Source: an optimization exercise on an open RTL-to-GDS flow (aim: small area). Production flows keep margins and buffers that such runs may drop. At most, simulation tests tie the RTL to the original design; equivalence was not proved. The RTL of run 5 was laid out without a check of its function. Power figures rest on the tool's default switching activity, not on a simulated workload.

[design.v]
module crc16_ccitt_table (
  input  wire [15:0] crc,
  input  wire        d,
  input  wire        cmp,
  output wire [15:0] nxt,
  output wire        diff
);
  assign diff = crc[15] ^ d;
  wire   g    = diff & ~cmp;
  assign nxt  = {crc[14:12], crc[11] ^ g, crc[10:5], crc[4] ^ g, crc[3:0],
                 crc[15] ^ (d & ~cmp)};
endmodule
module sector_reader (
  input  wire        clk,
  input  wire        rst,
  input  wire        cmd_valid,
  input  wire [2:0]  cmd_op,
  input  wire [7:0]  cmd_c,
  input  wire [7:0]  cmd_h,
  input  wire [7:0]  cmd_r,
  input  wire [7:0]  cmd_n,
  input  wire        stop,
  input  wire        mfm,
  input  wire        skip,
  input  wire [7:0]  gap,
  input  wire [1:0]  scan_cond,
  input  wire [7:0]  scan_byte,
  input  wire        scan_over,
  input  wire        sink_ovr,
  input  wire        poll,
  input  wire        bit_in,
  input  wire        index,
  input  wire        phys_ok,
  output wire        busy,
  output reg         data_valid,
  output wire [7:0]  data_byte,
  output reg         done,
  output reg  [3:0]  done_code,
  output reg         wrong_am,
  output wire [7:0]  id_c,
  output wire [7:0]  id_h,
  output wire [7:0]  id_r,
  output wire [7:0]  id_n,
  output wire [15:0] id_crc,
  output wire [7:0]  err_bits,
  output wire        cmp_match
);
  localparam [2:0] PH_IDLE = 3'd0;
  localparam [2:0] PH_SNF  = 3'd1;
  localparam [2:0] PH_SPIN = 3'd2;
  localparam [2:0] PH_TAIL = 3'd3;    
  localparam [2:0] PH_FID  = 3'd4;
  localparam [2:0] PH_RID  = 3'd5;
  localparam [2:0] PH_FDA  = 3'd6;
  localparam [2:0] PH_DATA = 3'd7;    
  localparam [2:0] F_RD   = 3'd0;
  localparam [2:0] F_RDD  = 3'd1;
  localparam [2:0] F_VFY  = 3'd2;
  localparam [2:0] F_SCAN = 3'd3;
  localparam [2:0] F_RSID = 3'd4;
  localparam [2:0] F_RT   = 3'd5;
  localparam [3:0] SIG_FINISHREAD    = 4'd1;
  localparam [3:0] SIG_TRACKFINISH   = 4'd2;
  localparam [3:0] SIG_FINISHCOMPARE = 4'd3;
  localparam [3:0] SIG_SECTORID      = 4'd4;
  localparam [3:0] SIG_HEADERCRC     = 4'd6;
  localparam [3:0] SIG_DATACRC       = 4'd7;
  localparam [3:0] SIG_OVERRUN       = 4'd8;
  localparam [3:0] SIG_NOIDAM        = 4'd9;
  localparam [3:0] SIG_NODATAAM      = 4'd10;
  localparam [3:0] SIG_BADCYL        = 4'd11;
  localparam [3:0] SIG_WRONGCYL      = 4'd12;
  localparam [3:0] SIG_NOSECTOR      = 4'd13;
  localparam [2:0] CL_ID    = 3'd0;    
  localparam [2:0] CL_SRCH  = 3'd1;    
  localparam [2:0] CL_OVR   = 3'd2;    
  localparam [2:0] CL_NDA   = 3'd3;    
  localparam [2:0] CL_FIELD = 3'd4;    
  localparam [15:0] C_FM_IDAM  = 16'hEF21;
  localparam [15:0] C_FM_DAM   = 16'hBF84;
  localparam [15:0] C_FM_DDAM  = 16'h8FE7;
  localparam [15:0] C_MFM_IDAM = 16'hB230;
  localparam [15:0] C_MFM_DAM  = 16'hE295;
  localparam [15:0] C_MFM_DDAM = 16'hD2F6;
  reg [2:0]  ph;
  reg [2:0]  fam;
  reg [15:0] sh;           
  reg [15:0] crc;
  reg [31:0] idr;          
  reg [6:0]  cnt;          
  reg [1:0]  sync;         
  reg [1:0]  idx;          
  reg        idf;          
  reg        e0, e3, e4;   
  reg        bad;          
  reg        allsat;       
  reg        cy;           
  reg [2:0]  ph_n;
  reg [2:0]  fam_n;
  reg [15:0] sh_n;
  reg [15:0] crc_n;
  reg [31:0] idr_n;
  reg [6:0]  cnt_n;
  reg [1:0]  sync_n, idx_n;
  reg        idf_n, e0_n, e3_n, e4_n, bad_n, allsat_n, cy_n;
  reg        dv_n, dn_n, wam_n;
  reg [2:0]  cls, cls_n;
  assign busy      = (ph != PH_IDLE) && (ph != PH_SNF);
  assign data_byte = {sh[14], sh[12], sh[10], sh[8], sh[6], sh[4], sh[2], sh[0]};
  assign id_c      = idr[31:24];
  assign id_h      = idr[23:16];
  assign id_r      = idr[15:8];
  assign id_n      = idr[7:0];
  assign id_crc    = crc;
  assign err_bits  = {3'b000, e4, e3, 1'b0, bad, e0};
  assign cmp_match = allsat;
  wire [15:0] win = {sh[14:0], bit_in};
  wire [7:0]  dec = {sh[13], sh[11], sh[9], sh[7], sh[5], sh[3], sh[1], bit_in};
  wire        cin  = (cnt[3:0] == 4'd0) ? !(ph == PH_TAIL && sync == 2'd0) : cy;
  wire        bnd  = &cnt[3:0];            
  wire fm_idam  = (win == 16'hF57E);
  wire fm_dam   = (win == 16'hF56F);
  wire fm_ddam  = (win == 16'hF56A);
  wire m_sync   = (win == 16'h4489);
  wire m_idam   = (win == 16'h5554);
  wire m_dam    = (win == 16'h5545);
  wire m_ddam   = (win == 16'h554A);
  wire w_idam = mfm ? m_idam : fm_idam;
  wire w_dam  = mfm ? m_dam  : fm_dam;
  wire w_ddam = mfm ? m_ddam : fm_ddam;
  wire is_rt   = (fam == F_RT);
  wire is_rsid = (fam == F_RSID);
  wire is_rdd  = (fam == F_RDD);
  wire is_scan = (fam == F_SCAN);
  wire is_vfy  = (fam == F_VFY);
  always @(*) begin
    case (cls)
      CL_ID:    done_code = bad ? SIG_HEADERCRC : SIG_SECTORID;
      CL_SRCH:  done_code = !idf ? SIG_NOIDAM : e4 ? SIG_WRONGCYL :
                            e3 ? SIG_BADCYL : SIG_NOSECTOR;
      CL_OVR:   done_code = SIG_OVERRUN;
      CL_NDA:   done_code = SIG_NODATAAM;
      default:  done_code = is_rt ? SIG_TRACKFINISH : bad ? SIG_DATACRC :
                            is_scan ? SIG_FINISHCOMPARE : SIG_FINISHREAD;
    endcase
  end
  wire [15:0] crc_step;
  wire        crc_diff;
  wire        crc_cmp = (ph != PH_DATA) && !(ph == PH_RID && !cnt[6]);
  crc16_ccitt_table u_crc (
    .crc  (crc),
    .d    (bit_in),
    .cmp  (crc_cmp),
    .nxt  (crc_step),
    .diff (crc_diff)
  );
  wire scan_lt = (dec < scan_byte);
  wire scan_eq = (dec == scan_byte);
  reg  scan_sat;
  always @(*) begin
    if (&scan_byte)
      scan_sat = 1'b1;
    else if (scan_cond == 2'd0)
      scan_sat = scan_eq;
    else if (scan_cond == 2'd1)
      scan_sat = scan_lt | scan_eq;
    else
      scan_sat = ~scan_lt;
  end
  wire idb_mis = (dec != idr[31:24]);
  wire last_data = cin & idr[8];      
  wire [14:0] len_start;
  genvar gi;
  generate
    for (gi = 0; gi < 15; gi = gi + 1) begin : g_len
      if (gi < 7) begin : g_lo
        assign len_start[gi] = 1'b0;
      end else begin : g_hi
        assign len_start[gi] = (idr[3:0] <= gi - 7);
      end
    end
  endgenerate
  wire tail_end  = idr[17];            
  reg        cmd_ok, hit_w, hit_o, grid3;
  reg [2:0]  ph2;
  always @(*) begin
    ph_n     = ph;
    fam_n    = fam;
    sh_n     = sh;
    crc_n    = crc;
    idr_n    = idr;
    cnt_n    = poll ? cnt + 7'd1 : cnt;
    sync_n   = sync;
    idx_n    = idx;
    idf_n    = idf;
    e0_n     = e0;
    e3_n     = e3;
    e4_n     = e4;
    bad_n    = bad;
    allsat_n = allsat;
    cy_n     = cy;
    dv_n     = 1'b0;
    dn_n     = 1'b0;
    wam_n    = 1'b0;
    cls_n    = CL_SRCH;
    hit_w    = 1'b0;
    hit_o    = 1'b0;
    grid3    = 1'b0;
    ph2      = ph;
    cmd_ok = cmd_valid && !busy && (cmd_op != 3'd7) && (cmd_n[7:4] == 4'd0) &&
             (cmd_n[3:0] <= 4'd8);
    if (poll)
      sh_n = win;
    if (poll && cnt[0])
      crc_n = crc_step;
    if (stop) begin
      ph_n = PH_IDLE;
    end else if (cmd_ok) begin
      idr_n  = {cmd_c, cmd_h, cmd_r, cmd_n};
      case (cmd_op)
        3'd0:    fam_n = F_RD;
        3'd1:    fam_n = F_RDD;
        3'd2:    fam_n = F_VFY;
        3'd3:    fam_n = F_SCAN;
        3'd4:    fam_n = F_RSID;
        default: fam_n = F_RT;
      endcase
      sync_n = 2'd0;
      idx_n  = 2'd0;
      idf_n  = 1'b0;
      e0_n   = 1'b0;
      e3_n   = 1'b0;
      e4_n   = 1'b0;
      sh_n   = 16'd0;
      if (!phys_ok)
        ph_n = PH_SNF;
      else if (cmd_op == 3'd5)
        ph_n = PH_SPIN;
      else
        ph_n = PH_FID;
    end else if (poll) begin
      case (ph)
        PH_FID, PH_FDA: begin
          if (!mfm) begin
            grid3 = 1'b1;
          end else begin
            if (m_sync) begin
              cnt_n  = 7'd0;
              sync_n = (bnd && sync != 2'd0) ? ((sync == 2'd3) ? 2'd3 : sync + 2'd1) : 2'd1;
            end else if (bnd && sync != 2'd0) begin
              sync_n = 2'd0;
              grid3  = (sync == 2'd3);
            end
          end
          if (ph == PH_FID)
            hit_w = grid3 & w_idam;
          else begin
            hit_w = grid3 & (is_rdd ? w_ddam : w_dam);
            hit_o = grid3 & (is_rdd ? w_dam  : w_ddam);
          end
          if (hit_w || (hit_o && !skip)) begin
            cnt_n    = 7'd0;
            if (ph == PH_FDA)
              idr_n[23:8] = {1'b1, len_start};
            bad_n    = 1'b0;
            allsat_n = 1'b1;
            wam_n    = hit_o;
            ph2      = (ph == PH_FID) ? PH_RID : PH_DATA;
            if (ph == PH_FID)
              crc_n = mfm ? C_MFM_IDAM : C_FM_IDAM;
            else if (is_rdd ^ hit_o)
              crc_n = mfm ? C_MFM_DDAM : C_FM_DDAM;
            else
              crc_n = mfm ? C_MFM_DAM : C_FM_DAM;
          end else if (hit_o) begin
            ph2 = PH_FID;
          end
        end
        PH_RID: begin
          if (cnt[0] && cnt[6])
            bad_n = bad | crc_diff;
          if (bnd && !cnt[6]) begin
            idr_n = {idr[23:0], is_rsid ? dec : idr[31:24]};
            if (cnt[5:4] == 2'd0) begin
              sync_n   = {idb_mis & ~(&dec), idb_mis & (&dec)};
              allsat_n = 1'b1;
            end else if (!(cnt[5:4] == 2'd2 && is_rt)) begin
              allsat_n = allsat & ~idb_mis;
            end
          end
          if (bnd && cnt[6] && cnt[4]) begin
            sync_n = 2'd0;
            if (bad_n) begin
              if (is_rt) begin
                e0_n = 1'b1;
                ph2  = PH_FDA;
              end else if (is_rsid) begin
                ph2  = PH_FID;
              end else begin
                dn_n   = 1'b1;
                cls_n  = CL_ID;
                ph2    = PH_IDLE;
              end
            end else begin
              idf_n = 1'b1;
              if (is_rsid) begin
                dn_n   = 1'b1;
                cls_n  = CL_ID;
                ph2    = PH_IDLE;
              end else if (sync == 2'd0 && allsat) begin
                ph2 = PH_FDA;
              end else begin
                e3_n = e3 | sync[0];
                e4_n = e4 | sync[1];
                ph2  = PH_FID;
              end
            end
          end
        end
        PH_DATA: begin
          if (bnd) begin
            if (is_scan) begin
              if (scan_over) begin
                dn_n   = 1'b1;
                cls_n  = CL_OVR;
                ph2    = PH_IDLE;
              end else if (!scan_sat)
                allsat_n = 1'b0;
            end else if (!is_vfy) begin
              dv_n = 1'b1;
              if (sink_ovr) begin
                dn_n   = 1'b1;
                cls_n  = CL_OVR;
                ph2    = PH_IDLE;
              end
            end
            if (last_data) begin
              idr_n[16:8] = {1'b0, ~gap};
              if (ph2 != PH_IDLE)
                ph2 = PH_TAIL;
            end
          end
        end
        PH_TAIL: begin
          if (cnt[0] && !sync[1])
            bad_n = bad | crc_diff;
          if (bnd)
            sync_n = {sync[1] | sync[0], ~(sync[1] | sync[0])};
          if (bnd && tail_end) begin
            dn_n = 1'b1;
            ph2  = PH_IDLE;
            cls_n = CL_FIELD;
          end
        end
        default: ;
      endcase
      if (ph == PH_DATA || ph == PH_TAIL) begin
        if (!(ph == PH_DATA && bnd && last_data))
          idr_n[23:8] = {idr[8] ^ cin, idr[23:9]};
        cy_n = cin & idr[8];
      end
      if (index && idx != 2'd2)
        idx_n = idx + 2'd1;
      if (ph2 == PH_SPIN && idx_n == 2'd2) begin
        idx_n = 2'd0;
        sh_n  = 16'd0;
        ph2   = PH_FID;
      end
      ph_n = ph2;
      if (ph2 == PH_SNF) begin
        if (idx_n == 2'd2) begin
          dn_n   = 1'b1;
          ph_n   = PH_IDLE;
        end
      end else if (ph2 != PH_IDLE) begin
        if (!phys_ok || (idx_n == 2'd2 && (ph2 == PH_FID || ph2 == PH_RID || ph2 == PH_FDA))) begin
          dn_n = 1'b1;
          ph_n = PH_IDLE;
          if (ph2 == PH_FDA || ph2 == PH_DATA || ph2 == PH_TAIL)
            cls_n = CL_NDA;
        end
      end
    end
  end
  always @(posedge clk) begin
    if (rst) begin
      ph         <= PH_IDLE;
      data_valid <= 1'b0;
      done       <= 1'b0;
      wrong_am   <= 1'b0;
    end else begin
      ph         <= ph_n;
      data_valid <= dv_n;
      done       <= dn_n;
      wrong_am   <= wam_n;
    end
  end
  always @(posedge clk) begin
    fam       <= fam_n;
    sh        <= sh_n;
    crc       <= crc_n;
    idr       <= idr_n;
    cnt       <= cnt_n;
    sync      <= sync_n;
    idx       <= idx_n;
    idf       <= idf_n;
    e0        <= e0_n;
    e3        <= e3_n;
    e4        <= e4_n;
    bad       <= bad_n;
    allsat    <= allsat_n;
    cy        <= cy_n;
    cls       <= cls_n;
  end
endmodule
[constraint.sdc]
create_clock -name core_clock -period 8.0 [get_ports {clk}]
set_input_delay 1.6000 -clock core_clock [delete_from_list [all_inputs] [get_ports {clk}]]
set_output_delay 1.6000 -clock core_clock [all_outputs]
set_load 0.01 [all_outputs]
[standard.sh]
#!/bin/bash
# synth_recipe.tcl (not shown) runs the flow's synth.tcl, then flattens the netlist and writes it again
# the make line also repeats each setting of config.mk as NAME=value (left out here)
make -C /OpenROAD-flow-scripts/flow DESIGN_CONFIG=/design/flow/config.mk WORK_HOME=/design/flow/orfs CLKGATE_MAP_FILE= SYNTH_SCRIPT=/design/flow/synth_recipe.tcl "${@:-finish}"
[flow/run.sh]
#!/bin/bash
# Standard ORFS layout (the standard.sh, standard synthesis unchanged) with
# two layout choices: the port buffers are the smallest buffer cell, and clock
# tree synthesis uses smaller clock buffers without dummy loads.
set -euo pipefail
cat >> config.mk <<'EOC'
export BUFFER_PORTS_ARGS = -buffer_cell sky130_fd_sc_hd__buf_1
export CTS_ARGS = -sink_clustering_enable -repair_clock_nets -dont_use_dummy_load -buf_list sky130_fd_sc_hd__clkbuf_8
EOC
bash standard.sh finish > standard.log 2>&1
[config.mk]
export PLATFORM = sky130hd
export DESIGN_NAME = sector_reader
export DESIGN_NICKNAME = sector_reader
export VERILOG_FILES = /design/flow/design.v
export SDC_FILE = /design/flow/constraint.sdc
export NUM_CORES = 4
export LEC_CHECK = 0
export CAP_MARGIN = 20
export CORE_MARGIN = 2
export CORE_UTILIZATION = 65
export PLACE_DENSITY = 0.8
export SLEW_MARGIN = 20
export BUFFER_PORTS_ARGS = -buffer_cell sky130_fd_sc_hd__buf_1
export CTS_ARGS = -sink_clustering_enable -repair_clock_nets -dont_use_dummy_load -buf_list sky130_fd_sc_hd__clkbuf_8
==> reports/qor.csv, run 1 <==
stage,metric,value,unit
routing,drtIter0Drc,575,
synth,yosysTopAreaCellShare,24.17,%
cells_and_area,fill_cells,683,
cells_and_area,fin_nets,858,
cells_and_area,fin_util,73.97,%
routing,vias_per_cell,6.716,
setup_path,required,8230,ps
setup_path,cp_slowest_cell,a21oi_2,
sta,fin_crit_sh,52.86,%
grt,antenna_found_initial,0,
sta,skew,25.24,ps
min_path,hold_class,flip-flop to flip-flop,
sta,worst_slew_pin_slew,1130,ps
routing,vias,5937,
clock_network,ctsHoldBuffers,0,
clock_network,clk_path_buf_depth,2,
sta,max_freq,236.5,MHz
floorplanning,start_util,66.94,%
clock_network,path_clk_slew,90,ps
cells_and_area,diodes,0,
placed_design,place_congestion,1.013,
routing,drc_errors,0,
cells_and_area,area_delta_synth_final,10.50,%
cells_and_area,multi_input_area,3259,µm²
clock_network,cts_made_buffers,9,
synth,yosys.area.top_type,edfxtp_1,
clock_network,cts_resized,0,
grt,grt_pass1_wl,28.19,mm
pwr,power_density,203.9,nW/µm²
setup_path,cp-start-kind,input port,
cells_and_area,finalInstanceArea,6451,µm²
synth,synthTopCellsByArea,"edfxtp_1 24%, dfxtp_1 16%, mux2i_1 5.7%, nand2_1 5.3%, a21oi_1 5.0%",
pwr,p_leak,2.384,nW
routing,finalWirelength,17.68,mm
synth,syn_inst,669,
routing,ant_nets,0,
clock_network,h-tree-depth,3,
run_status,outcome,finished clean,
grt,grt_max_degree,36,
flow_run,maxCapViolCount,0,
grt,grt_usage,36.42,%
cells_and_area,drive_gt1_share,4.253,%
floorplanning,die_h,98.77,µm
sta,hold_ws,516.5,ps
setup_path,cp.arrival,4460,ps
synth,yosysMostFrequentCell,nand2_1,
sta,slew_headroom,24.70,%
setup_path,cp_max_fo,35,
clock_network,cts-root-buf,clkbuf_8,
placed_design,port_buffers,133,
floorplanning,row_count,34,
floorplanning,dieArea,9756,µm²
synth,syn_area,5838,µm²
sta,finalSetupViolCount,0,
setup_path,slowest_delay,860,ps
routing,firstDrtPassIters,6,
clock_network,clkLatencyLatePin,370,ps
clock_network,cts_tree,built,
grt,grt.overflow.total,0,
floorplanning,io-pin-count,138,
floorplanning,core_area,8721,µm²
cells_and_area,final-seq-area,2332,µm²
synth,yosys-top-cells-count,"83 x nand2_1, 72 x nor2_1, 58 x a21oi_1",
synth,synth_edf_count,47,
sta,fin_tns_setup,0,ps
synth,ys_types,74,
clock_network,post_cts_buffers,0,
placed_design,placed_area,6325,µm²
sta,rsz0062_at_grt,false,
sta,hold_viol_final,0,
synth,ys_warn_count,1,
synth,postSynthAreaPerCell,8.727,µm²
floorplanning,die_w,98.77,µm
synth,ys_ff_latch,93,
pwr,ir_worst_vdd,0.2197,mV
routing,post_drt_wl_per_cell,20.00,µm
setup_path,end_kind,flip-flop,
sta,slew_viol_final,0,
grt,grt_pass1_vias,5545,
placed_design,hpwl,13.12,mm
setup_path,crit_chain,buf_1 > nor4b_1 > nand3_1 > a31oi_2 > buf_4 > clkinv_1 > a21oi_2 > o21a_2 > nor2_1,
setup_path,critical_path_class,input port to flip-flop,
sta,fin_crit,4229,ps
synth,synthArstFlopShare,0,%
synth,synth_flop_cell,edfxtp_1,
synth,synth.yosys.seq_area_share,39.95,%
clock_network,cts.sinks,93,
## critical path, delay by kind of cell
family                 cells  cell delay (ps)
AND/OR/NAND/NOR            3              740
AO/OA/AOI/OAI              3             1500
buffers and inverters      3              610
## sequential cells by signal, summed over array words and instances (netlist names), 2 cells and up, named ones only
signal / flops
fam: 3
sh: 15
cls: 3
ph: 3
sync: 2
crc: 16
idr: 32
idx: 2
cnt: 6
## routing by layer
metal	up-vias	global-route usage [%]	routed length (µm)
met3	65	6.241	1984
met5	-	0	0
met4	0	15.28	558
li1	2695	-	-
met2	410	58.52	8321
met1	2767	48.92	6820
## final cells by class
type	count	share of cell area [%]
multi-input cells	518	50.52
flip-flops and latches	93	36.15
repair buffers	137	8.204
well taps	108	2.095
clock buffers	9	1.920
inverters	19	1.106
## cell families after synthesis
family	count (synthesis)	synth area share, %
muxes	36	6.237
AOI/OAI and AO/OA	186	21.24
adders and majority gates	15	3.215
buffers and inverters	61	4.758
and+or+nand+nor	260	21.99
DFF	93	39.95
other	1	0.06423
xor gates and xnor gates	17	2.550
## metrics by stage
step                      setup slack (ps)  power (W)  cells
after floorplan                       3727  0.0009360    672
after global placement                3608   0.001046    875
after detailed placement              3505   0.001069    875
after CTS                             3871   0.001312    884
after global routing                  3610   0.001383    884
final                                 3771   0.001316    884
## final timing paths
path              to  startpoint  slack (ps)  cells past startpoint
max            sh[3]    cmd_n[7]        3770                      9
min           crc[9]      crc[8]         520                      2
max reg2reg  idr[15]       ph[2]        4080                     11
min reg2reg   crc[9]      crc[8]         520                      2
## placed cells by master (no fill, tap or decap), types with 4 or more instances in the layout
master	synthesis	final
a211o_1	4	4
a21o_1	4	4
a21oi_1	58	57
a221oi_1	9	9
a31oi_1	18	17
and2_1	5	5
and3_1	5	5
and3b_1	4	4
buf_1	1	133
buf_4	10	4
clkbuf_8	0	9
conb_1	1	4
dfxtp_1	46	46
edfxtp_1	47	47
ha_1	15	15
inv_1	15	15
mux2i_1	33	33
nand2_1	83	83
nand2b_1	9	9
nand3_1	18	18
nand3b_1	4	4
nand4_1	9	9
nor2_1	72	70
nor2b_1	4	4
nor3_1	17	17
nor3b_1	5	5
o2111ai_1	5	5
o211ai_1	9	9
o21ai_0	14	14
o21ai_1	7	7
o22ai_1	18	18
o31ai_1	9	8
or3_1	5	5
xnor2_1	14	14
## where the power goes
group / internal [W] / total (W) / switching, W
Combinational: 0.000155 / 0.000343 / 0.000188
Sequential: 0.000592 / 0.000722 / 0.000130
Clock: 0.000101 / 0.000250 / 0.000149
==> inputs of run 2 (changes only) <==
--- a/config.mk
+++ b/config.mk
@@ -9,4 +9,5 @@
 export CORE_MARGIN = 2
-export CORE_UTILIZATION = 65
-export PLACE_DENSITY = 0.8
+export CORE_UTILIZATION = 70
+export GPL_ROUTABILITY_DRIVEN = 0
+export PLACE_DENSITY = 0.85
 export SLEW_MARGIN = 20
==> reports/qor.csv, run 2 <==
stage,metric,value,unit,change
placed_design,hpwl,12.73,mm,-3.0%
synth,syn_inst,669,,unchanged
routing,drc_errors,0,,unchanged
cells_and_area,fin_nets,859,,+0.12%
cells_and_area,drive_gt1_share,4.118,%,-0.13 points
placed_design,placed_area,6322,µm²,about the same
cells_and_area,area_delta_synth_final,10.46,%,about the same
clock_network,h-tree-depth,3,,unchanged
synth,synthTopCellsByArea,"edfxtp_1 24%, dfxtp_1 16%, mux2i_1 5.7%, nand2_1 5.3%, a21oi_1 5.0%",,
sta,skew,33.82,ps,+8.583 ps
placed_design,port_buffers,133,,unchanged
sta,hold_viol_final,0,,unchanged
synth,yosysMostFrequentCell,nand2_1,,
clock_network,clk_path_buf_depth,2,,unchanged
synth,postSynthAreaPerCell,8.727,µm²,unchanged
pwr,p_sw_share,35.68,%,+0.18 points
synth,ys_types,74,,unchanged
synth,yosys-top-cells-count,"83 x nand2_1, 72 x nor2_1, 58 x a21oi_1",,
routing,drtIter0Drc,616,,+7.1%
routing,finalWirelength,17.51,mm,-0.98%
synth,ys_warn_count,1,,unchanged
cells_and_area,diodes,0,,unchanged
floorplanning,io-pin-count,138,,unchanged
min_path,hold_class,flip-flop to flip-flop,,
sta,fin_crit_sh,57.16,%,+4.3 points
synth,yosys.area.top_type,edfxtp_1,,
clock_network,post_cts_buffers,0,,unchanged
synth,synth.yosys.seq_area_share,39.95,%,unchanged
pwr,p_clk_share,18.8,%,-0.2 points
synth,synth_flop_cell,edfxtp_1,,
grt,grt_usage,38.65,%,+2.2 points
routing,vias_per_cell,6.891,,+2.6%
clock_network,ctsHoldBuffers,0,,unchanged
clock_network,cts_resized,0,,unchanged
routing,vias,6078,,+2.4%
pwr,p_leak,2.391,nW,+0.28%
routing,firstDrtPassIters,9,,+3
cells_and_area,layout_common_cells,"133 x buf_1, 83 x nand2_1, 71 x nor2_1",,
pwr,p_switching,0.0004713,W,+0.92%
routing,post_drt_wl_per_cell,19.85,µm,-0.75%
routing,ant_nets,0,,unchanged
flow_run,maxCapViolCount,0,,unchanged
floorplanning,die_h,95.33,µm,-3.5%
clock_network,cts_made_buffers,9,,unchanged
floorplanning,dieArea,9087,µm²,-6.9%
pwr,power_density,204.8,nW/µm²,+0.43%
sta,max_freq,218.7,MHz,-7.5%
clock_network,cts.sinks,93,,unchanged
cells_and_area,layout_commonest_cell,buf_1,,
clock_network,path_clk_slew,80,ps,about the same
grt,grt_max_degree,36,,unchanged
synth,yosysTopAreaCellShare,24.17,%,unchanged
sta,fin_crit,4573,ps,+344.0 ps
sta,slew_headroom,32.52,%,+7.8 points
grt,grt_pass1_vias,5458,,-1.6%
pwr,combPwrFrac,26.0,%,about the same
synth,syn_area,5838,µm²,unchanged
cells_and_area,largest_register_ffs,32,,unchanged
grt,globalRouteMet1Util,50.97,%,+2.0 points
synth,synthArstFlopShare,0,%,unchanged
grt,grt_pass1_wl,26.98,mm,-4.3%
floorplanning,start_util,71.77,%,+4.8 points
setup_path,end_kind,flip-flop,,
cells_and_area,fill_cells,564,,-17%
clock_network,cts-root-buf,clkbuf_8,,
run_status,outcome,finished clean,,
grt,grt.overflow.total,0,,unchanged
sta,worst_slew_pin_slew,1006,ps,-123.6 ps
cells_and_area,finalInstanceArea,6449,µm²,about the same
grt,grt.busiest_layer,met2,,
floorplanning,core_area,8134,µm²,-6.7%
pwr,power.internal,0.0008495,W,+0.11%
sta,slew_viol_final,0,,unchanged
sta,fin_tns_setup,0,ps,unchanged
clock_network,clkLatencyLatePin,370,ps,about the same
cells_and_area,regMostFlops,idr,,
floorplanning,die_w,95.33,µm,-3.5%
grt,grt_use_met2,61.68,%,+3.2 points
sta,finalSetupViolCount,0,,unchanged
pwr,power_frac_seq,55.1,%,+0.2 points
cells_and_area,largest_registers,"idr: 32 flops, crc: 16 flops, sh: 15 flops",,
setup_path,cp_max_fo,35,,unchanged
floorplanning,row_count,33,,-2.9%
setup_path,critical_path_class,input port to flip-flop,,
setup_path,cp.arrival,4810,ps,+350 ps
sta,rsz0062_at_grt,false,,
synth,synth_edf_count,47,,unchanged
clock_network,cts_tree,built,,
synth,ys_ff_latch,93,,unchanged
setup_path,required,8240,ps,about the same
pwr,ir_worst_vdd,0.2015,mV,-8.3%
grt,met3_usage,7.115,%,+0.87 points
setup_path,cp-start-kind,input port,,
grt,antenna_found_initial,0,,unchanged
[run 2: cell families (layout without fill, tap and decap cells)]
| kind of cell | Yosys count | after routing | share of synthesized area (%) |
|---|---|---|---|
| AOI/OAI and AO/OA | 186 | 186 | 21.24 |
| xor gates and xnor gates | 17 | 17 | 2.550 |
| adders and majority gates | 15 | 15 | 3.215 |
| buffers and inverters | 61 | 166 | 4.758 |
| DFF | 93 | 93 | 39.95 |
| muxes | 36 | 36 | 6.237 |
| other | 1 | 4 | 0.06423 |
| and+or+nand+nor | 260 | 260 | 21.99 |
[run 2: power groups by stage]
| stage | Sequential [W] | Combinational, W | Clock (W) |
|---|---|---|---|
| after global placement | 0.000722 | 0.000321 | 0 |
| final | 0.000728 | 0.000344 | 0.000249 |
| after CTS | 0.000723 | 0.000342 | 0.000248 |
| after floorplan | 0.000711 | 0.000225 | 0 |
| after detailed placement | 0.000733 | 0.000339 | 0 |
| after global routing | 0.000737 | 0.000379 | 0.000264 |
[run 2: path summary, 6_finish.rpt]
kind | from | end | slack, ps | cells past startpoint
worst max register to register | ph[2] | sh[3] | 4100 | 9
worst min register to register | cnt[2] | cnt[2] | 510 | 2
worst max-delay path | cmd_n[7] | sh[3] | 3430 | 10
worst min-delay path | cnt[2] | cnt[2] | 510 | 2
[run 2: stage by stage]
stage | instances | util, % | total power, W | setup slack (ps) | hold slack, ps
floorplan | 672 | - | 0.0009360 | 3727 | 467.8
global placement | 873 | 77.73 | 0.001043 | 3259 | 481.4
detailed placement | 873 | 77.73 | 0.001073 | 3198 | 490.9
CTS | 882 | 79.25 | 0.001312 | 3548 | 505.2
global route | 882 | 79.28 | 0.001380 | 3129 | 526.9
finish | 882 | 79.28 | 0.001321 | 3427 | 507.6
[run 2: layout make-up]
class	instances	area [µm²]	area share [%]
multi-input cells	518	3253	50.45
flip-flops and latches	93	2332	36.17
clock buffers	9	123.9	1.921
well taps	105	131.4	2.037
repair buffers	138	536.8	8.324
inverters	19	71.32	1.106
[run 2: metal layers]
layer,wire (µm),vias up
met5,0,-
met4,902,0
met3,2234,95
met2,7978,514
met1,6395,2763
li1,-,2706
[run 2: worst max-delay path, cell delays in order]
cell      delay, ps
buf_1            70
nor4b_1         360
nand3_1         150
a31oi_2         170
buf_4           370
clkinv_1        890
a21oi_1         400
buf_4           310
o21a_2          360
nor2_1           90
==> inputs of run 3 (changes only) <==
--- a/flow/run.sh
+++ b/flow/run.sh
@@ -7,3 +7,3 @@
 export BUFFER_PORTS_ARGS = -buffer_cell sky130_fd_sc_hd__buf_1
-export CTS_ARGS = -sink_clustering_enable -repair_clock_nets -dont_use_dummy_load -buf_list sky130_fd_sc_hd__clkbuf_8
+export CTS_ARGS = -sink_clustering_enable -repair_clock_nets -dont_use_dummy_load -buf_list sky130_fd_sc_hd__clkbuf_8 -sink_clustering_size 20 -sink_clustering_max_diameter 100
 EOC
==> config.mk (replaced) <==
export PLATFORM = sky130hd
export DESIGN_NAME = sector_reader
export DESIGN_NICKNAME = sector_reader
export VERILOG_FILES = /design/flow/design.v
export SDC_FILE = /design/flow/constraint.sdc
export NUM_CORES = 4
export LEC_CHECK = 0
export CAP_MARGIN = 20
export CORE_MARGIN = 2
export CORE_UTILIZATION = 50
export PLACE_DENSITY = 0.65
export SLEW_MARGIN = 20
export BUFFER_PORTS_ARGS = -buffer_cell sky130_fd_sc_hd__buf_1
export CTS_ARGS = -sink_clustering_enable -repair_clock_nets -dont_use_dummy_load -buf_list sky130_fd_sc_hd__clkbuf_8 -sink_clustering_size 20 -sink_clustering_max_diameter 100
==> reports/qor.csv, run 3 <==
stage,metric,value,unit,change
run_status,outcome,finished clean,,
clock_network,cts_resized,0,,unchanged
synth,ys_warn_count,1,,unchanged
sta,fin_crit_sh,52.20,%,-5.0 points
synth,yosys.area_share.simple,21.99,%,unchanged
placed_design,hpwl,13.47,mm,+5.8%
sta,rsz0062_at_grt,false,,
sta,max_freq,239.5,MHz,+9.5%
placed_design,placed_area,6385,µm²,+0.99%
floorplanning,die_w,112.1,µm,+18%
floorplanning,core_area,11420,µm²,+40%
routing,drtIter0Drc,455,,-26%
floorplanning,io-pin-count,138,,unchanged
grt,grt_max_degree,36,,unchanged
cells_and_area,largest_registers,"idr: 32 flops, crc: 16 flops, sh: 15 flops",,
sta,hold_viol_final,0,,unchanged
clock_network,clk_path_buf_depth,2,,unchanged
clock_network,clkLatencyLatePin,380,ps,about the same
sta,skew,19.33,ps,-14.50 ps
pwr,power_density,201.9,nW/µm²,-1.4%
cells_and_area,diodes,0,,unchanged
sta,fin_crit,4176,ps,-397.1 ps
setup_path,cp.arrival,4410,ps,-400 ps
routing,vias_per_cell,6.275,,-8.9%
cells_and_area,regMostFlops,idr,,
floorplanning,die_h,112.1,µm,+18%
floorplanning,start_util,51.13,%,-21 points
clock_network,post_cts_buffers,0,,unchanged
placed_design,place_congestion,0.9838,,
routing,post_drt_wl_per_cell,19.64,µm,-1.1%
synth,yosys.area_share.xor_xnor,2.550,%,unchanged
routing,ant_nets,0,,unchanged
setup_path,cp_max_fo,21,,-40%
cells_and_area,fin_nets,861,,+0.23%
floorplanning,dieArea,12560,µm²,+38%
synth,synth_flop_cell,edfxtp_1,,
sta,hold_ws,506.2,ps,-1.373 ps
clock_network,cts-root-buf,clkbuf_8,,
routing,drc_errors,0,,unchanged
sta,slew_viol_final,0,,unchanged
synth,yosysTopAreaCellShare,24.17,%,unchanged
sta,finalSetupViolCount,0,,unchanged
cells_and_area,finalInstanceArea,6509,µm²,+0.93%
synth,synth_compound_area_share,21.24,%,unchanged
pwr,ir_worst_vdd,0.1962,mV,-2.7%
synth,synth_edf_count,47,,unchanged
synth,postSynthAreaPerCell,8.727,µm²,unchanged
synth,yosys-top-cells-count,"83 x nand2_1, 72 x nor2_1, 58 x a21oi_1",,
synth,muxShareOfSynthArea,6.237,%,unchanged
clock_network,path_clk_slew,80,ps,about the same
synth,ys_types,74,,unchanged
routing,vias,5786,,-4.8%
cells_and_area,layout_common_cells,"133 x buf_1, 83 x nand2_1, 72 x nor2_1",,
synth,ys_ff_latch,93,,unchanged
clock_network,cts_tree,built,,
cells_and_area,largest_register_ffs,32,,unchanged
pwr,p_leak,2.401,nW,+0.41%
synth,synthAdderAreaFrac,3.215,%,unchanged
synth,syn_inst,669,,unchanged
setup_path,required,8240,ps,about the same
grt,grt_usage,28.87,%,-9.8 points
sta,worst_slew_pin_slew,924.7,ps,-81.25 ps
synth,synth.yosys.seq_area_share,39.95,%,unchanged
cells_and_area,area_delta_synth_final,11.49,%,
flow_run,maxCapViolCount,0,,unchanged
synth,yosysMostFrequentCell,nand2_1,,
grt,grt.overflow.total,0,,unchanged
setup_path,end_kind,flip-flop,,
setup_path,cp-start-kind,input port,,
placed_design,port_buffers,133,,unchanged
routing,firstDrtPassIters,6,,-3
clock_network,h-tree-depth,3,,unchanged
grt,grt_pass1_vias,5512,,+0.99%
min_path,hold_class,flip-flop to flip-flop,,
grt,grt_pass1_wl,28.73,mm,+6.5%
sta,slew_headroom,38.35,%,+5.8 points
synth,syn_area,5838,µm²,unchanged
grt,antenna_found_initial,0,,unchanged
synth,synthTopCellsByArea,"edfxtp_1 24%, dfxtp_1 16%, mux2i_1 5.7%, nand2_1 5.3%, a21oi_1 5.0%",,
synth,synthArstFlopShare,0,%,unchanged
clock_network,cts_made_buffers,9,,unchanged
sta,fin_tns_setup,0,ps,unchanged
pwr,report.power.total,0.001314,W,-0.52%
cells_and_area,layout_commonest_cell,buf_1,,
setup_path,critical_path_class,input port to flip-flop,,
floorplanning,row_count,39,,+18%
cells_and_area,drive_gt1_share,4.236,%,+0.12 points
clock_network,ctsHoldBuffers,0,,unchanged
routing,finalWirelength,18.11,mm,+3.4%
clock_network,cts.sinks,93,,unchanged
synth,synth_top_family_by_area,simple AND/OR/NAND/NOR gates,,
synth,yosys.area.top_type,edfxtp_1,,
==> run 3: through the flow <==
stage | std cells | utilization (%) | setup WS [ps]
floorplan | 672 | - | 3727
finish | 922 | 57.00 | 3824
CTS | 922 | 57.00 | 3872
global route | 922 | 57.00 | 3520
global placement | 913 | 55.92 | 3703
detailed placement | 913 | 55.92 | 3467
==> run 3: power breakdown <==
part / switching (W) / leakage [nW] / internal [W]
combinational: 0.000184 / 1.51 / 0.000155
clock: 0.000152 / 0.0647 / 0.000101
sequential: 0.000129 / 0.825 / 0.000592
total: 0.000465 / 2.40 / 0.000848
==> run 3: path summary, 6_finish.rpt <==
path / from / end / slack [ps] / cells past startpoint
min reg2reg: cnt[2] / cnt[2] / 510 / 2
max: mfm / crc[11] / 3820 / 9
max reg2reg: ph[2] / crc[11] / 4220 / 11
min: cnt[2] / cnt[2] / 510 / 2
==> run 3: per-layer routing <==
metal | global-route usage [%] | part of all wire (%) | vias to the layer above
met5 | 0 | 0 | -
li1 | - | - | 2706
met2 | 44.12 | 44 | 354
met1 | 39.66 | 44 | 2680
met4 | 13.82 | 2.9 | 0
met3 | 5.616 | 8.9 | 46
==> run 3: area by class of cell <==
class	count	area, µm²
Clock buffer	9	123.9
Inverter	19	71.32
Timing Repair Buffer	140	551.8
Sequential cell	93	2332
Fill cell	1095	4910
Multi-Input combinational cell	518	3251
Tap cell	143	178.9
==> run 3: kinds of logic (layout without fill, tap and decap cells) <==
| logic type | Yosys count | count (layout) |
|---|---|---|
| flip-flops | 93 | 93 |
| AO/OA/AOI/OAI | 186 | 186 |
| AND/OR/NAND/NOR | 260 | 260 |
| multiplexers | 36 | 36 |
| XOR/XNOR | 17 | 17 |
| other | 1 | 4 |
| buffers and inverters | 61 | 168 |
| adder cells (fa/ha/maj) | 15 | 15 |
==> run 3: worst max-delay path: stages <==
cell       delay (ps)
buf_1             330
nor4b_2           330
o2111ai_1         230
a2111oi_2         450
o21ai_2           220
nor2_1            280
nand2_1           460
nor3_1            430
a21oi_1            70
==> inputs of run 4 (changes only) <==
--- a/flow/run.sh
+++ b/flow/run.sh
@@ -7,3 +7,3 @@
 export BUFFER_PORTS_ARGS = -buffer_cell sky130_fd_sc_hd__buf_1
-export CTS_ARGS = -sink_clustering_enable -repair_clock_nets -dont_use_dummy_load -buf_list sky130_fd_sc_hd__clkbuf_8 -sink_clustering_size 20 -sink_clustering_max_diameter 100
+export CTS_ARGS = -sink_clustering_enable -repair_clock_nets -dont_use_dummy_load -root_buf sky130_fd_sc_hd__clkbuf_8 -buf_list sky130_fd_sc_hd__clkbuf_4
 EOC
==> config.mk (replaced) <==
export PLATFORM = sky130hd
export DESIGN_NAME = sector_reader
export DESIGN_NICKNAME = sector_reader
export VERILOG_FILES = /design/flow/design.v
export SDC_FILE = /design/flow/constraint.sdc
export NUM_CORES = 4
export LEC_CHECK = 0
export CAP_MARGIN = 20
export CORE_MARGIN = 2
export CORE_UTILIZATION = 65
export PLACE_DENSITY = 0.8
export SLEW_MARGIN = 20
export BUFFER_PORTS_ARGS = -buffer_cell sky130_fd_sc_hd__buf_1
export CTS_ARGS = -sink_clustering_enable -repair_clock_nets -dont_use_dummy_load -root_buf sky130_fd_sc_hd__clkbuf_8 -buf_list sky130_fd_sc_hd__clkbuf_4
==> reports/qor.csv, run 4 <==
stage,metric,value,unit,change
run_status,outcome,finished clean,,
sta,fin_tns_setup,0,ps,unchanged
synth,synth_flop_cell,edfxtp_1,,
clock_network,post_cts_buffers,0,,unchanged
routing,drc_errors,0,,unchanged
cells_and_area,layout_common_cells,"133 x buf_1, 83 x nand2_1, 70 x nor2_1",,
synth,ys_types,74,,unchanged
cells_and_area,drive_gt1_share,4.253,%,+0.016 points
clock_network,ctsHoldBuffers,0,,unchanged
synth,ys_ff_latch,93,,unchanged
sta,skew,25.24,ps,+5.915 ps
floorplanning,die_h,98.77,µm,-12%
pwr,power_density,203.9,nW/µm²,+1.0%
cells_and_area,diodes,0,,unchanged
routing,vias,5937,,+2.6%
clock_network,clkLatencyLatePin,370,ps,about the same
pwr,ir_worst_vdd,0.2197,mV,+12%
sta,fin_crit_sh,52.86,%,+0.66 points
placed_design,hpwl,13.12,mm,-2.6%
sta,worst_slew_pin_slew,1130,ps,+204.9 ps
setup_path,cp_top_family,compound AO/OA/AOI/OAI gates,,
sta,rsz0062_at_grt,false,,
cells_and_area,fill_cells,683,,-38%
routing,finalWirelength,17.68,mm,-2.3%
synth,muxShareOfSynthArea,6.237,%,unchanged
flow_run,maxCapViolCount,0,,unchanged
synth,yosys-top-cells-count,"83 x nand2_1, 72 x nor2_1, 58 x a21oi_1",,
setup_path,critical_path_class,input port to flip-flop,,
sta,fin_crit,4229,ps,+53.17 ps
cells_and_area,layout_commonest_cell,buf_1,,
placed_design,port_buffers,133,,unchanged
routing,top_layer_used,met4,,
synth,yosysTopAreaCellShare,24.17,%,unchanged
setup_path,worstSetupPathDepth,9,,unchanged
clock_network,cts.sinks,93,,unchanged
clock_network,cts_resized,0,,unchanged
sta,hold_viol_final,0,,unchanged
synth,synth_compound_area_share,21.24,%,unchanged
sta,slew_viol_final,0,,unchanged
setup_path,endpoint,sh[3],,
synth,yosys.area.top_type,edfxtp_1,,
min_path,hold_class,flip-flop to flip-flop,,
grt,antenna_found_initial,0,,unchanged
synth,synth_top_family_by_area,simple AND/OR/NAND/NOR gates,,
cells_and_area,regMostFlops,idr,,
setup_path,cp_max_fo,35,,+67%
clock_network,cts-root-buf,clkbuf_8,,
floorplanning,core_area,8721,µm²,-24%
grt,grt_max_degree,36,,unchanged
synth,syn_inst,669,,unchanged
sta,max_freq,236.5,MHz,-1.3%
floorplanning,die_w,98.77,µm,-12%
synth,postSynthAreaPerCell,8.727,µm²,unchanged
routing,drtIter0Drc,575,,+26%
setup_path,required,8230,ps,about the same
sta,slew_headroom,24.70,%,-14 points
cells_and_area,area_delta_synth_final,10.50,%,
routing,post_drt_wl_per_cell,20.00,µm,+1.9%
setup_path,end_kind,flip-flop,,
routing,ant_nets,0,,unchanged
synth,synthArstFlopShare,0,%,unchanged
pwr,p_leak,2.384,nW,-0.68%
routing,wl_met1,6.820,mm,-14%
clock_network,cts_made_buffers,9,,unchanged
routing,vias_per_cell,6.716,,+7.0%
grt,grt_pass1_vias,5545,,+0.60%
floorplanning,row_count,34,,-13%
placed_design,placed_cells,875,,-4.2%
clock_network,h-tree-depth,3,,unchanged
grt,grt_pass1_wl,28.19,mm,-1.9%
synth,synthAdderAreaFrac,3.215,%,unchanged
synth,yosys.area_share.xor_xnor,2.550,%,unchanged
synth,yosys.area_share.simple,21.99,%,unchanged
routing,met2_length,8.321,mm,+3.5%
clock_network,cts_tree,built,,
synth,synthTopCellsByArea,"edfxtp_1 24%, dfxtp_1 16%, mux2i_1 5.7%, nand2_1 5.3%, a21oi_1 5.0%",,
setup_path,crit_chain,buf_1 > nor4b_1 > nand3_1 > a31oi_2 > buf_4 > clkinv_1 > a21oi_2 > o21a_2 > nor2_1,,
synth,synth.yosys.seq_area_share,39.95,%,unchanged
setup_path,r2r_slack,4080,ps,-140 ps
cells_and_area,largest_register_ffs,32,,unchanged
sta,finalSetupViolCount,0,,unchanged
cells_and_area,fin_nets,858,,-0.35%
setup_path,r2r-end,idr[15],,
floorplanning,io-pin-count,138,,unchanged
cells_and_area,largest_registers,"idr: 32 flops, crc: 16 flops, sh: 15 flops",,
setup_path,cp.arrival,4460,ps,+50 ps
setup_path,crit_start,cmd_n[7],,
grt,grt.overflow.total,0,,unchanged
synth,yosysMostFrequentCell,nand2_1,,
routing,dr_wl_met3,1.984,mm,+23%
setup_path,slowest_delay,860,ps,+400 ps
synth,synth_edf_count,47,,unchanged
setup_path,ff2ff_path_depth,11,,unchanged
setup_path,path_buf_inv,3,,+2
routing,firstDrtPassIters,6,,unchanged
synth,syn_area,5838,µm²,unchanged
floorplanning,start_util,66.94,%,+16 points
synth,ys_warn_count,1,,unchanged
setup_path,cp_slowest_cell,a21oi_2,,
floorplanning,dieArea,9756,µm²,-22%
setup_path,cp-start-kind,input port,,
cells_and_area,final_cells,884,,-4.1%
setup_path,r2r_start,ph[2],,
clock_network,clk_path_buf_depth,2,,unchanged
placed_design,place_congestion,1.013,,+3.0%
clock_network,path_clk_slew,90,ps,about the same
grt,grt_usage,36.42,%,+7.6 points
## run 4: cell counts after synthesis
Identical to the previous run, type by type.
## run 4: layout make-up
cell class | instances | area, µm² | share of cell area [%]
Multi-Input combinational cell | 518 | 3259 | 50.52
Timing Repair Buffer | 137 | 529.3 | 8.204
Tap cell | 108 | 135.1 | 2.095
Inverter | 19 | 71.32 | 1.106
Clock buffer | 9 | 123.9 | 1.920
Sequential cell | 93 | 2332 | 36.15
## run 4: kinds of logic after synthesis
kind of cell | count (synthesis)
other | 1
AO/OA/AOI/OAI | 186
buffers and inverters | 61
flip-flops | 93
multiplexers | 36
AND/OR/NAND/NOR | 260
XOR/XNOR | 17
adder cells (fa/ha/maj) | 15
## run 4: stage by stage
stage / total power (W) / utilization (%) / worst slack (ps) / area, µm² / hold WS, ps
detailed placement: 0.001069 / 72.53 / 3505 / 6325 / 494.9
global placement: 0.001046 / 72.50 / 3608 / 6322 / 481.8
CTS: 0.001312 / 73.95 / 3871 / 6449 / 518.9
global route: 0.001383 / 73.97 / 3610 / 6451 / 549.7
floorplan: 0.0009360 / - / 3727 / 5849 / 467.8
finish: 0.001316 / 73.97 / 3771 / 6451 / 516.5
## run 4: worst min-delay path by stage
stage,from,to,slack [ps],cells past startpoint
final,crc[8],crc[9],520,2
after global routing,cnt[1],cnt[1],550,2
after CTS,crc[9],crc[9],520,2
after detailed placement,crc[8],crc[9],490,2
after global placement,cnt[2],cnt[2],480,2
after floorplan,cnt[2],cnt[2],470,2
## run 4: tightest hold or removal path: cells and delay by family (launching register included)
family	cells	cell delay, ps
DFF	1	350
and+or+nand+nor	1	60
muxes	1	80
## run 4: power breakdown
part / total [W] / switching, W / internal (W) / leakage [nW]
logic: 0.000343 / 0.000188 / 0.000155 / 1.49
registers: 0.000722 / 0.000130 / 0.000592 / 0.825
clock network: 0.000250 / 0.000149 / 0.000101 / 0.0647
## run 4: metal layers
layer / up-vias / track usage, %
li1: 2695 / -
met4: 0 / 15.28
met3: 65 / 6.241
met5: - / 0
met1: 2767 / 48.92
met2: 410 / 58.52
==> inputs of run 5 (changes only) <==
--- a/design.v
+++ b/design.v
@@ -260,2 +260,10 @@
           end
+          if (ph == PH_FID)
+            crc_n = mfm ? C_MFM_IDAM : C_FM_IDAM;
+          else if (w_ddam)
+            crc_n = mfm ? C_MFM_DDAM : C_FM_DDAM;
+          else
+            crc_n = mfm ? C_MFM_DAM : C_FM_DAM;
+          bad_n    = 1'b0;
+          allsat_n = 1'b1;
           if (hit_w || (hit_o && !skip)) begin
@@ -264,12 +272,4 @@
               idr_n[23:8] = {1'b1, len_start};
-            bad_n    = 1'b0;
-            allsat_n = 1'b1;
             wam_n    = hit_o;
             ph2      = (ph == PH_FID) ? PH_RID : PH_DATA;
-            if (ph == PH_FID)
-              crc_n = mfm ? C_MFM_IDAM : C_FM_IDAM;
-            else if (is_rdd ^ hit_o)
-              crc_n = mfm ? C_MFM_DDAM : C_FM_DDAM;
-            else
-              crc_n = mfm ? C_MFM_DAM : C_FM_DAM;
           end else if (hit_o) begin
--- a/flow/run.sh
+++ b/flow/run.sh
@@ -7,3 +7,3 @@
 export BUFFER_PORTS_ARGS = -buffer_cell sky130_fd_sc_hd__buf_1
-export CTS_ARGS = -sink_clustering_enable -repair_clock_nets -dont_use_dummy_load -root_buf sky130_fd_sc_hd__clkbuf_8 -buf_list sky130_fd_sc_hd__clkbuf_4
+export CTS_ARGS = -sink_clustering_enable -repair_clock_nets -dont_use_dummy_load -buf_list sky130_fd_sc_hd__clkbuf_8
 EOC
==> config.mk (replaced) <==
export PLATFORM = sky130hd
export DESIGN_NAME = sector_reader
export DESIGN_NICKNAME = sector_reader
export VERILOG_FILES = /design/flow/design.v
export SDC_FILE = /design/flow/constraint.sdc
export NUM_CORES = 4
export LEC_CHECK = 0
export CAP_MARGIN = 20
export CORE_MARGIN = 2
export CORE_UTILIZATION = 50
export PLACE_DENSITY = 0.65
export SLEW_MARGIN = 20
export BUFFER_PORTS_ARGS = -buffer_cell sky130_fd_sc_hd__buf_1
export CTS_ARGS = -sink_clustering_enable -repair_clock_nets -dont_use_dummy_load -buf_list sky130_fd_sc_hd__clkbuf_8
==> reports/qor.csv, run 5 <==
stage,metric,value,unit,change
run_status,outcome,finished clean,,
grt,grt_pass1_wl,28.64,mm,+1.6%
sta,fin_crit,4237,ps,+8.000 ps
synth,synth.yosys.seq_area_share,39.04,%,-0.91 points
min_path,min_from,crc[14],,
cells_and_area,fill_cells,1111,,+63%
min_path,hold_depth,2,,unchanged
cells_and_area,area_delta_synth_final,11.20,%,
synth,postSynthAreaPerCell,8.799,µm²,+0.83%
sta,worst_slew_pin_slew,1117,ps,-12.83 ps
cells_and_area,regMostFlops,idr,,
cells_and_area,diodes,0,,unchanged
routing,firstDrtPassIters,5,,-1
sta,skew,20.71,ps,-4.533 ps
routing,post_drt_wl_per_cell,19.73,µm,-1.4%
clock_network,clkLatencyLatePin,370,ps,about the same
grt,grt_max_degree,41,,+14%
sta,hold_viol_final,0,,unchanged
synth,syn_area,5974,µm²,+2.3%
pwr,power.internal,0.0008556,W,+0.84%
grt,grt_pass1_vias,5460,,-1.5%
flow_run,maxCapViolCount,0,,unchanged
setup_path,cp-start-kind,input port,,
floorplanning,core_area,11520,µm²,+32%
routing,vias,5718,,-3.7%
cells_and_area,fin_nets,865,,+0.82%
floorplanning,die_h,113.3,µm,+15%
floorplanning,row_count,39,,+15%
synth,yosysMostFrequentCell,nand2_1,,
grt,antenna_found_initial,0,,unchanged
sta,fin_crit_sh,52.96,%,+0.10 points
clock_network,post_cts_buffers,0,,unchanged
clock_network,cts-root-buf,clkbuf_8,,
setup_path,cp_slowest_cell,o31ai_1,,
cells_and_area,largest_register_ffs,32,,unchanged
placed_design,port_buffers,133,,unchanged
cells_and_area,layout_commonest_cell,buf_1,,
setup_path,cp_max_fo,40,,+14%
placed_design,place_congestion,0.9462,,-6.6%
cells_and_area,final_cells,926,,+4.8%
pwr,combPwrFrac,26.9,%,+0.8 points
setup_path,ff2ff_path_depth,12,,+1
pwr,report.power.total,0.001342,W,+2.1%
clock_network,path_clk_slew,90,ps,about the same
cells_and_area,layout_common_cells,"132 x buf_1, 72 x nand2_1, 63 x nor2_1",,
routing,drtIter0Drc,427,,-26%
synth,ys_warn_count,1,,unchanged
setup_path,end_kind,flip-flop,,
setup_path,critical_path_class,input port to flip-flop,,
sta,hold_ws,511.1,ps,-5.401 ps
synth,synth_edf_count,47,,unchanged
pwr,p_switching,0.0004868,W,+4.3%
synth,synthArstFlopShare,0,%,unchanged
synth,ys_types,72,,-2.7%
placed_design,placed_area,6520,µm²,+3.1%
synth,synthTopCellsByArea,"edfxtp_1 24%, dfxtp_1 15%, mux2i_1 6.9%, nand2_1 4.5%, a21oi_1 4.1%",,
min_path,min_to,crc[15],,
setup_path,crit_chain,buf_1 > o31ai_1 > nand4_1 > a31oi_4 > buf_4 > inv_1 > buf_4 > nand2_1 > a221oi_1 > o21ai_0 > o221a_2,,
pwr,power_density,202.1,nW/µm²,-0.91%
clock_network,h-tree-depth,3,,unchanged
pwr,p_clk_share,19.2,%,+0.2 points
synth,yosys-top-cells-count,"72 x nand2_1, 64 x nor2_1, 49 x a21oi_1",,
synth,yosysTopAreaCellShare,23.62,%,-0.55 points
clock_network,cts_resized,0,,unchanged
min_path,hold_class,flip-flop to flip-flop,,
clock_network,ctsHoldBuffers,0,,unchanged
routing,ant_nets,0,,unchanged
sta,fin_tns_setup,0,ps,unchanged
floorplanning,dieArea,12840,µm²,+32%
synth,ys_ff_latch,93,,unchanged
setup_path,r2r_slack,3950,ps,-130 ps
sta,max_freq,236.0,MHz,-0.19%
sta,finalSetupViolCount,0,,unchanged
pwr,p_leak,2.368,nW,-0.71%
routing,drc_errors,0,,unchanged
pwr,p_sw_share,36.26,%,+0.77 points
cells_and_area,finalInstanceArea,6644,µm²,+3.0%
placed_design,hpwl,13.31,mm,+1.5%
setup_path,required,8220,ps,about the same
pwr,ir_worst_vdd,0.1155,mV,-47%
grt,grt.overflow.total,0,,unchanged
sta,slew_viol_final,0,,unchanged
floorplanning,io-pin-count,138,,unchanged
cells_and_area,drive_gt1_share,6.130,%,+1.9 points
synth,synth_flop_cell,edfxtp_1,,
clock_network,cts_tree,built,,
grt,grt_usage,28.06,%,-8.4 points
clock_network,cts.sinks,93,,unchanged
setup_path,cp.arrival,4460,ps,about the same
placed_design,placed_cells,917,,+4.8%
pwr,power_frac_seq,53.9,%,-1.0 points
synth,syn_inst,679,,+1.5%
routing,finalWirelength,18.27,mm,+3.3%
setup_path,cp_common_cell,buf_4,,
clock_network,cts_made_buffers,9,,unchanged
sta,rsz0062_at_grt,false,,
clock_network,clk_path_buf_depth,2,,unchanged
sta,slew_headroom,25.23,%,+0.53 points
floorplanning,die_w,113.3,µm,+15%
synth,yosys.area.top_type,edfxtp_1,,
setup_path,slowest_delay,630,ps,-230 ps
setup_path,r2r-end,idr[20],,
floorplanning,start_util,51.88,%,-15 points
routing,vias_per_cell,6.175,,-8.1%
cells_and_area,largest_registers,"idr: 32 flops, crc: 16 flops, sh: 15 flops",,
-- run 5: changes by cell type in the layout (fill, tap and decap cells not counted), sizes merged, moves of 9 or more --
cell	previous run	this run
nor2	73	64
nand2	83	72
o21ai	22	53
a31oi	18	6
-- run 5: cells by family (layout without fill, tap and decap cells) --
group / count (synthesis) / in the layout / share of synthesized area [%]
and+or+nand+nor: 247 / 247 / 20.42
muxes: 45 / 45 / 7.623
adders and majority gates: 15 / 15 / 3.141
other: 1 / 4 / 0.06277
AOI/OAI and AO/OA: 187 / 187 / 21.68
buffers and inverters: 72 / 173 / 5.256
DFF: 93 / 93 / 39.04
xor gates and xnor gates: 19 / 19 / 2.785
-- run 5: layer usage --
layer,track usage (%),vias to the layer above,wire [µm]
met4,8.293,0,285
li1,-,2708,-
met3,4.553,22,1254
met2,46.27,247,8701
met1,38.18,2741,8028
met5,0,-,0
-- run 5: metrics by stage --
stage,utilization (%),worst slack [ps]
after detailed placement,56.62,3469
after floorplan,-,4052
after global routing,57.69,3558
after global placement,56.62,3577
final,57.69,3763
after CTS,57.69,3823
-- run 5: critical path: cells and delay by family --
kind                   cells  cell delay [ps]
AOI/OAI and AO/OA          5             1220
buffers and inverters      4             1100
and+or+nand+nor            2              510
-- run 5: cell type report --
| class | count | area, µm² | area share, % |
|---|---|---|---|
| multi-input cells | 517 | 3362 | 50.60 |
| flip-flops and latches | 93 | 2332 | 35.10 |
| repair buffers | 141 | 560.5 | 8.437 |
| well taps | 143 | 178.9 | 2.693 |
| clock buffers | 9 | 123.9 | 1.864 |
| inverters | 23 | 86.33 | 1.299 |
-- run 5: worst max-delay path by stage --
stage | to | slack, ps | start | cells past startpoint
4_1_cts | idr[20] | 3820 | cmd_n[0] | 11
3_5_place_dp | idr[20] | 3470 | cmd_n[0] | 11
2_1_floorplan | idr[0] | 4050 | cmd_n[0] | 7
3_3_place_gp | idr[20] | 3580 | cmd_n[0] | 11
5_1_grt | idr[20] | 3560 | flip-flop | 12
6_report | idr[20] | 3760 | cmd_n[0] | 11
-- run 5: power groups by stage --
stage          logic [W]  clock network (W)  registers [W]
2_1_floorplan   0.000241                  0       0.000707
3_3_place_gp    0.000347                  0       0.000727
3_5_place_dp    0.000359                  0       0.000732
4_1_cts         0.000362           0.000258       0.000722
5_1_grt         0.000402           0.000276       0.000738
6_report        0.000361           0.000257       0.000724
==> inputs of run 6 (changes only) <==
--- a/design.v
+++ b/design.v
@@ -169,3 +169,3 @@
   end
-  wire idb_mis = (dec != idr[31:24]);
+  wire idb_diff = bit_in ^ idr[31];     
   wire last_data = cin & idr[8];      
@@ -281,10 +281,8 @@
             bad_n = bad | crc_diff;
-          if (bnd && !cnt[6]) begin
-            idr_n = {idr[23:0], is_rsid ? dec : idr[31:24]};
-            if (cnt[5:4] == 2'd0) begin
-              sync_n   = {idb_mis & ~(&dec), idb_mis & (&dec)};
-              allsat_n = 1'b1;
-            end else if (!(cnt[5:4] == 2'd2 && is_rt)) begin
-              allsat_n = allsat & ~idb_mis;
-            end
+          if (cnt[0] && !cnt[6]) begin
+            idr_n = {idr[30:0], is_rsid ? bit_in : idr[31]};
+            if (cnt[5:4] == 2'd0)
+              sync_n = {sync[1] | ~bit_in, sync[0] | idb_diff};
+            else if (!(cnt[5:4] == 2'd2 && is_rt))
+              allsat_n = allsat & ~idb_diff;
           end
@@ -309,7 +307,7 @@
                 ph2    = PH_IDLE;
-              end else if (sync == 2'd0 && allsat) begin
+              end else if (!sync[0] && allsat) begin
                 ph2 = PH_FDA;
               end else begin
-                e3_n = e3 | sync[0];
-                e4_n = e4 | sync[1];
+                e3_n = e3 | (sync[0] & ~sync[1]);
+                e4_n = e4 | (sync[0] & sync[1]);
                 ph2  = PH_FID;
--- a/config.mk
+++ b/config.mk
@@ -9,4 +9,4 @@
 export CORE_MARGIN = 2
-export CORE_UTILIZATION = 50
-export PLACE_DENSITY = 0.65
+export CORE_UTILIZATION = 65
+export PLACE_DENSITY = 0.8
 export SLEW_MARGIN = 20
==> reports/qor.csv, run 6 <==
stage,metric,value,unit,change
min_path,min_from,crc[8],,
placed_design,pre_cts_ws,3390,ps,-78.61 ps
min_path,hold_depth,2,,unchanged
sta,max_freq,236.0,MHz,about the same
cells_and_area,regMostFlops,idr,,
setup_path,critical_path_class,input port to flip-flop,,
clock_network,h-tree-depth,3,,unchanged
sta,slew_headroom,27.58,%,+2.4 points
synth,syn_area,5692,µm²,-4.7%
cells_and_area,multi_input_area,3063,µm²,-8.9%
synth,synth.yosys.seq_area_share,40.98,%,+1.9 points
floorplanning,row_count,34,,-13%
setup_path,r2r_slack,4530,ps,+580 ps
grt,grt_usage,33.37,%,+5.3 points
synth,yosysTopAreaCellShare,24.80,%,+1.2 points
synth,synthArstFlopShare,0,%,unchanged
setup_path,ff2ff_path_depth,8,,-4
cells_and_area,area_delta_synth_final,10.38,%,
grt,grt_max_degree,44,,+7.3%
cells_and_area,diodes,0,,unchanged
sta,slew_viol_final,0,,unchanged
sta,setup_ws,3763,ps,-0.3100 ps
synth,synthAdderAreaFrac,3.297,%,+0.16 points
synth,synth_edf_count,47,,unchanged
synth,syn_inst,649,,-4.4%
synth,yosys.area.top_type,edfxtp_1,,
min_path,min_to,crc[9],,
sta,finalSetupViolCount,0,,unchanged
synth,synthTopCellsByArea,"edfxtp_1 25%, dfxtp_1 16%, mux2i_1 5.5%, o21ai_0 5.4%, nand2_1 5.3%",,
sta,skew,29.62,ps,+8.912 ps
synth,yosys.area_share.simple,20.97,%,+0.55 points
synth,ys_warn_count,1,,unchanged
pwr,ir_worst_vdd,0.1492,mV,+29%
clock_network,post_cts_buffers,0,,unchanged
setup_path,cp_max_fo,13,,-68%
placed_design,hpwl,11.56,mm,-13%
cells_and_area,fill_cells,703,,-37%
setup_path,r2r-end,idr[21],,
clock_network,cts_resized,0,,unchanged
sta,fin_tns_setup,0,ps,unchanged
clock_network,clkLatencyLatePin,370,ps,about the same
cells_and_area,largest_register_ffs,32,,unchanged
clock_network,cts.sinks,93,,unchanged
placed_design,port_buffers,133,,unchanged
sta,hold_viol_final,0,,unchanged
cells_and_area,fin_nets,838,,-3.1%
cells_and_area,drive_gt1_share,5.820,%,-0.31 points
setup_path,r2r_start,ph[0],,
clock_network,ctsHoldBuffers,0,,unchanged
synth,yosysMostFrequentCell,nand2_1,,
sta,fin_crit,4237,ps,+0.3100 ps
synth,yosys-top-cells-count,"81 x nand2_1, 62 x nor2_1, 61 x o21ai_0",,
grt,grt.overflow.total,0,,unchanged
clock_network,cts_tree,built,,
run_status,outcome,finished clean,,
routing,firstDrtPassIters,6,,+1
pwr,p_leak,2.283,nW,-3.6%
routing,ant_nets,0,,unchanged
sta,worst_slew_pin_slew,1082,ps,-34.40 ps
cells_and_area,layout_commonest_cell,buf_1,,
synth,ys_ff_latch,93,,unchanged
grt,grt_pass1_vias,5123,,-6.2%
min_path,hold_class,flip-flop to flip-flop,,
clock_network,cts_made_buffers,9,,unchanged
clock_network,clk_path_buf_depth,2,,unchanged
routing,post_drt_wl_per_cell,18.35,µm,-7.0%
floorplanning,die_h,97.58,µm,-14%
routing,drc_errors,0,,unchanged
synth,synth_compound_area_share,20.84,%,-0.84 points
flow_run,maxCapViolCount,0,,unchanged
synth,postSynthAreaPerCell,8.770,µm²,-0.33%
floorplanning,dieArea,9521,µm²,-26%
placed_design,place_congestion,1.019,,+7.7%
synth,synth_top_family_by_area,simple AND/OR/NAND/NOR gates,,
sta,rsz0062_at_grt,false,,
pwr,power_density,201.9,nW/µm²,about the same
sta,fin_crit_sh,52.97,%,about the same
grt,grt_pass1_wl,25.87,mm,-9.7%
routing,finalWirelength,15.85,mm,-13%
floorplanning,core_area,8593,µm²,-25%
routing,vias_per_cell,6.428,,+4.1%
floorplanning,die_w,97.58,µm,-14%
clock_network,cts-root-buf,clkbuf_8,,
synth,ys_types,81,,+13%
synth,yosys.area_share.xor_xnor,2.154,%,-0.63 points
setup_path,end_kind,flip-flop,,
synth,muxShareOfSynthArea,6.243,%,-1.4 points
grt,antenna_found_initial,0,,unchanged
setup_path,cp-start-kind,input port,,
cells_and_area,largest_registers,"idr: 32 flops, crc: 16 flops, sh: 15 flops",,
setup_path,cp.arrival,4370,ps,-90 ps
cells_and_area,final-seq-area,2332,µm²,unchanged
routing,vias,5554,,-2.9%
routing,drtIter0Drc,589,,+38%
floorplanning,io-pin-count,138,,unchanged
floorplanning,start_util,66.23,%,+14 points
cells_and_area,layout_common_cells,"132 x buf_1, 81 x nand2_1, 62 x nor2_1",,
clock_network,path_clk_slew,100,ps,about the same
setup_path,required,8140,ps,-80 ps
synth,synth_flop_cell,edfxtp_1,,
[run 6: cell count changes after synthesis, moves of 9 or more]
cell	previous run	this run
nor2_2	0	10
mux2i_1	41	31
a21oi_1	49	35
o21ai_0	45	61
nand2_1	72	81
nand4_1	15	6
[run 6: worst max-delay path, stage by stage]
cell,delay (ps)
buf_1,250
or3b_1,410
a21oi_1,220
o221ai_1,240
nor3_2,720
mux2_2,410
a222oi_1,220
a21oi_1,110
a21o_1,170
[run 6: how the worst max path moves through the flow]
stage | endpoint | slack, ps | cells past startpoint | from
after floorplan | idr[0] | 4040 | 7 | cmd_n[0]
after global placement | idr[21] | 3550 | 9 | mfm
after detailed placement | idr[21] | 3390 | 9 | mfm
after CTS | idr[21] | 3780 | 9 | mfm
after global routing | idr[21] | 3590 | 9 | mfm
final | idr[21] | 3760 | 9 | mfm
[run 6: cell type report]
| class | count | share of cell area (%) |
|---|---|---|
| Multi-Input combinational cell | 492 | 48.76 |
| Sequential cell | 93 | 37.12 |
| Timing Repair Buffer | 138 | 8.564 |
| Tap cell | 108 | 2.151 |
| Clock buffer | 9 | 1.972 |
| Inverter | 24 | 1.434 |
[run 6: cell families (layout without fill, tap and decap cells)]
kind of cell / Yosys count / count (layout)
compound gates: 181 / 181
flops: 93 / 93
mux: 35 / 35
xor+xnor: 14 / 14
fa+ha+maj: 15 / 15
buf+inv: 67 / 171
other cells: 1 / 4
simple gates: 243 / 243
[run 6: report_power, final]
part / internal, W / switching (W)
logic: 0.000141 / 0.000180
registers: 0.000591 / 0.000103
clock network: 0.000101 / 0.000151
[run 6: layer usage]
metal  vias up  GRT usage [%]  routed length, µm
li1       2582              -                  -
met1      2602          46.85               6581
met2       325          52.57               7444
met3        45          5.971               1381
met4         0          11.00                446
met5         -              0                  0
[run 6: through the flow]
step / util (%) / total power, W / std cells / hold slack, ps / instance area, µm²
CTS: 73.11 / 0.001264 / 864 / 513.9 / 6282
floorplan: - / 0.0008973 / 652 / 485.7 / 5703
detailed placement: 71.67 / 0.001021 / 855 / 495.2 / 6158
global placement: 71.67 / 0.0009990 / 855 / 481.1 / 6158
finish: 73.11 / 0.001269 / 864 / 507.0 / 6282
global route: 73.11 / 0.001343 / 864 / 559.0 / 6282

## static timing again, ports no longer ideal
In the flow no input, the clock included, has a driving cell. The finished layouts below were timed again as built, in two steps.
Step 1 (the two cells are an assumption about what drives the block):
set clk [get_ports {clk}]
set_driving_cell -lib_cell sky130_fd_sc_hd__clkbuf_16 $clk
set_driving_cell -lib_cell sky130_fd_sc_hd__buf_2 [delete_from_list [all_inputs] $clk]
Step 2, shift: input delay + t, output delay - t, t = (earliest + latest rising clock arrival at the registers) / 2. This alone moves slack from input paths to output paths.
Three values: ideal ports, drivers, drivers and shift; two values: the first two.
| run | t, ns | slack for setup (ns) | worst setup path at the end |
|---|---|---|---|
| run 1 | 0.393 | 3.771 / 3.780 / 3.387 | input to register |
| run 2 | 0.389 | 3.427 / 3.438 / 3.050 | input to register |
| run 3 | 0.407 | 3.824 / 3.840 / 3.433 | input to register |
| run 4 | 0.393 | 3.771 / 3.780 / 3.387 | input to register |
| run 5 | 0.394 | 3.763 / 3.777 / 3.383 | input to register |
| run 6 | 0.387 | 3.763 / 3.770 / 3.384 | input to register |
After both steps setup and hold are still met in every run listed. The setup slack of run 3, which loses most, moves by +0.016 ns with the drivers and by -0.391 ns with both steps.
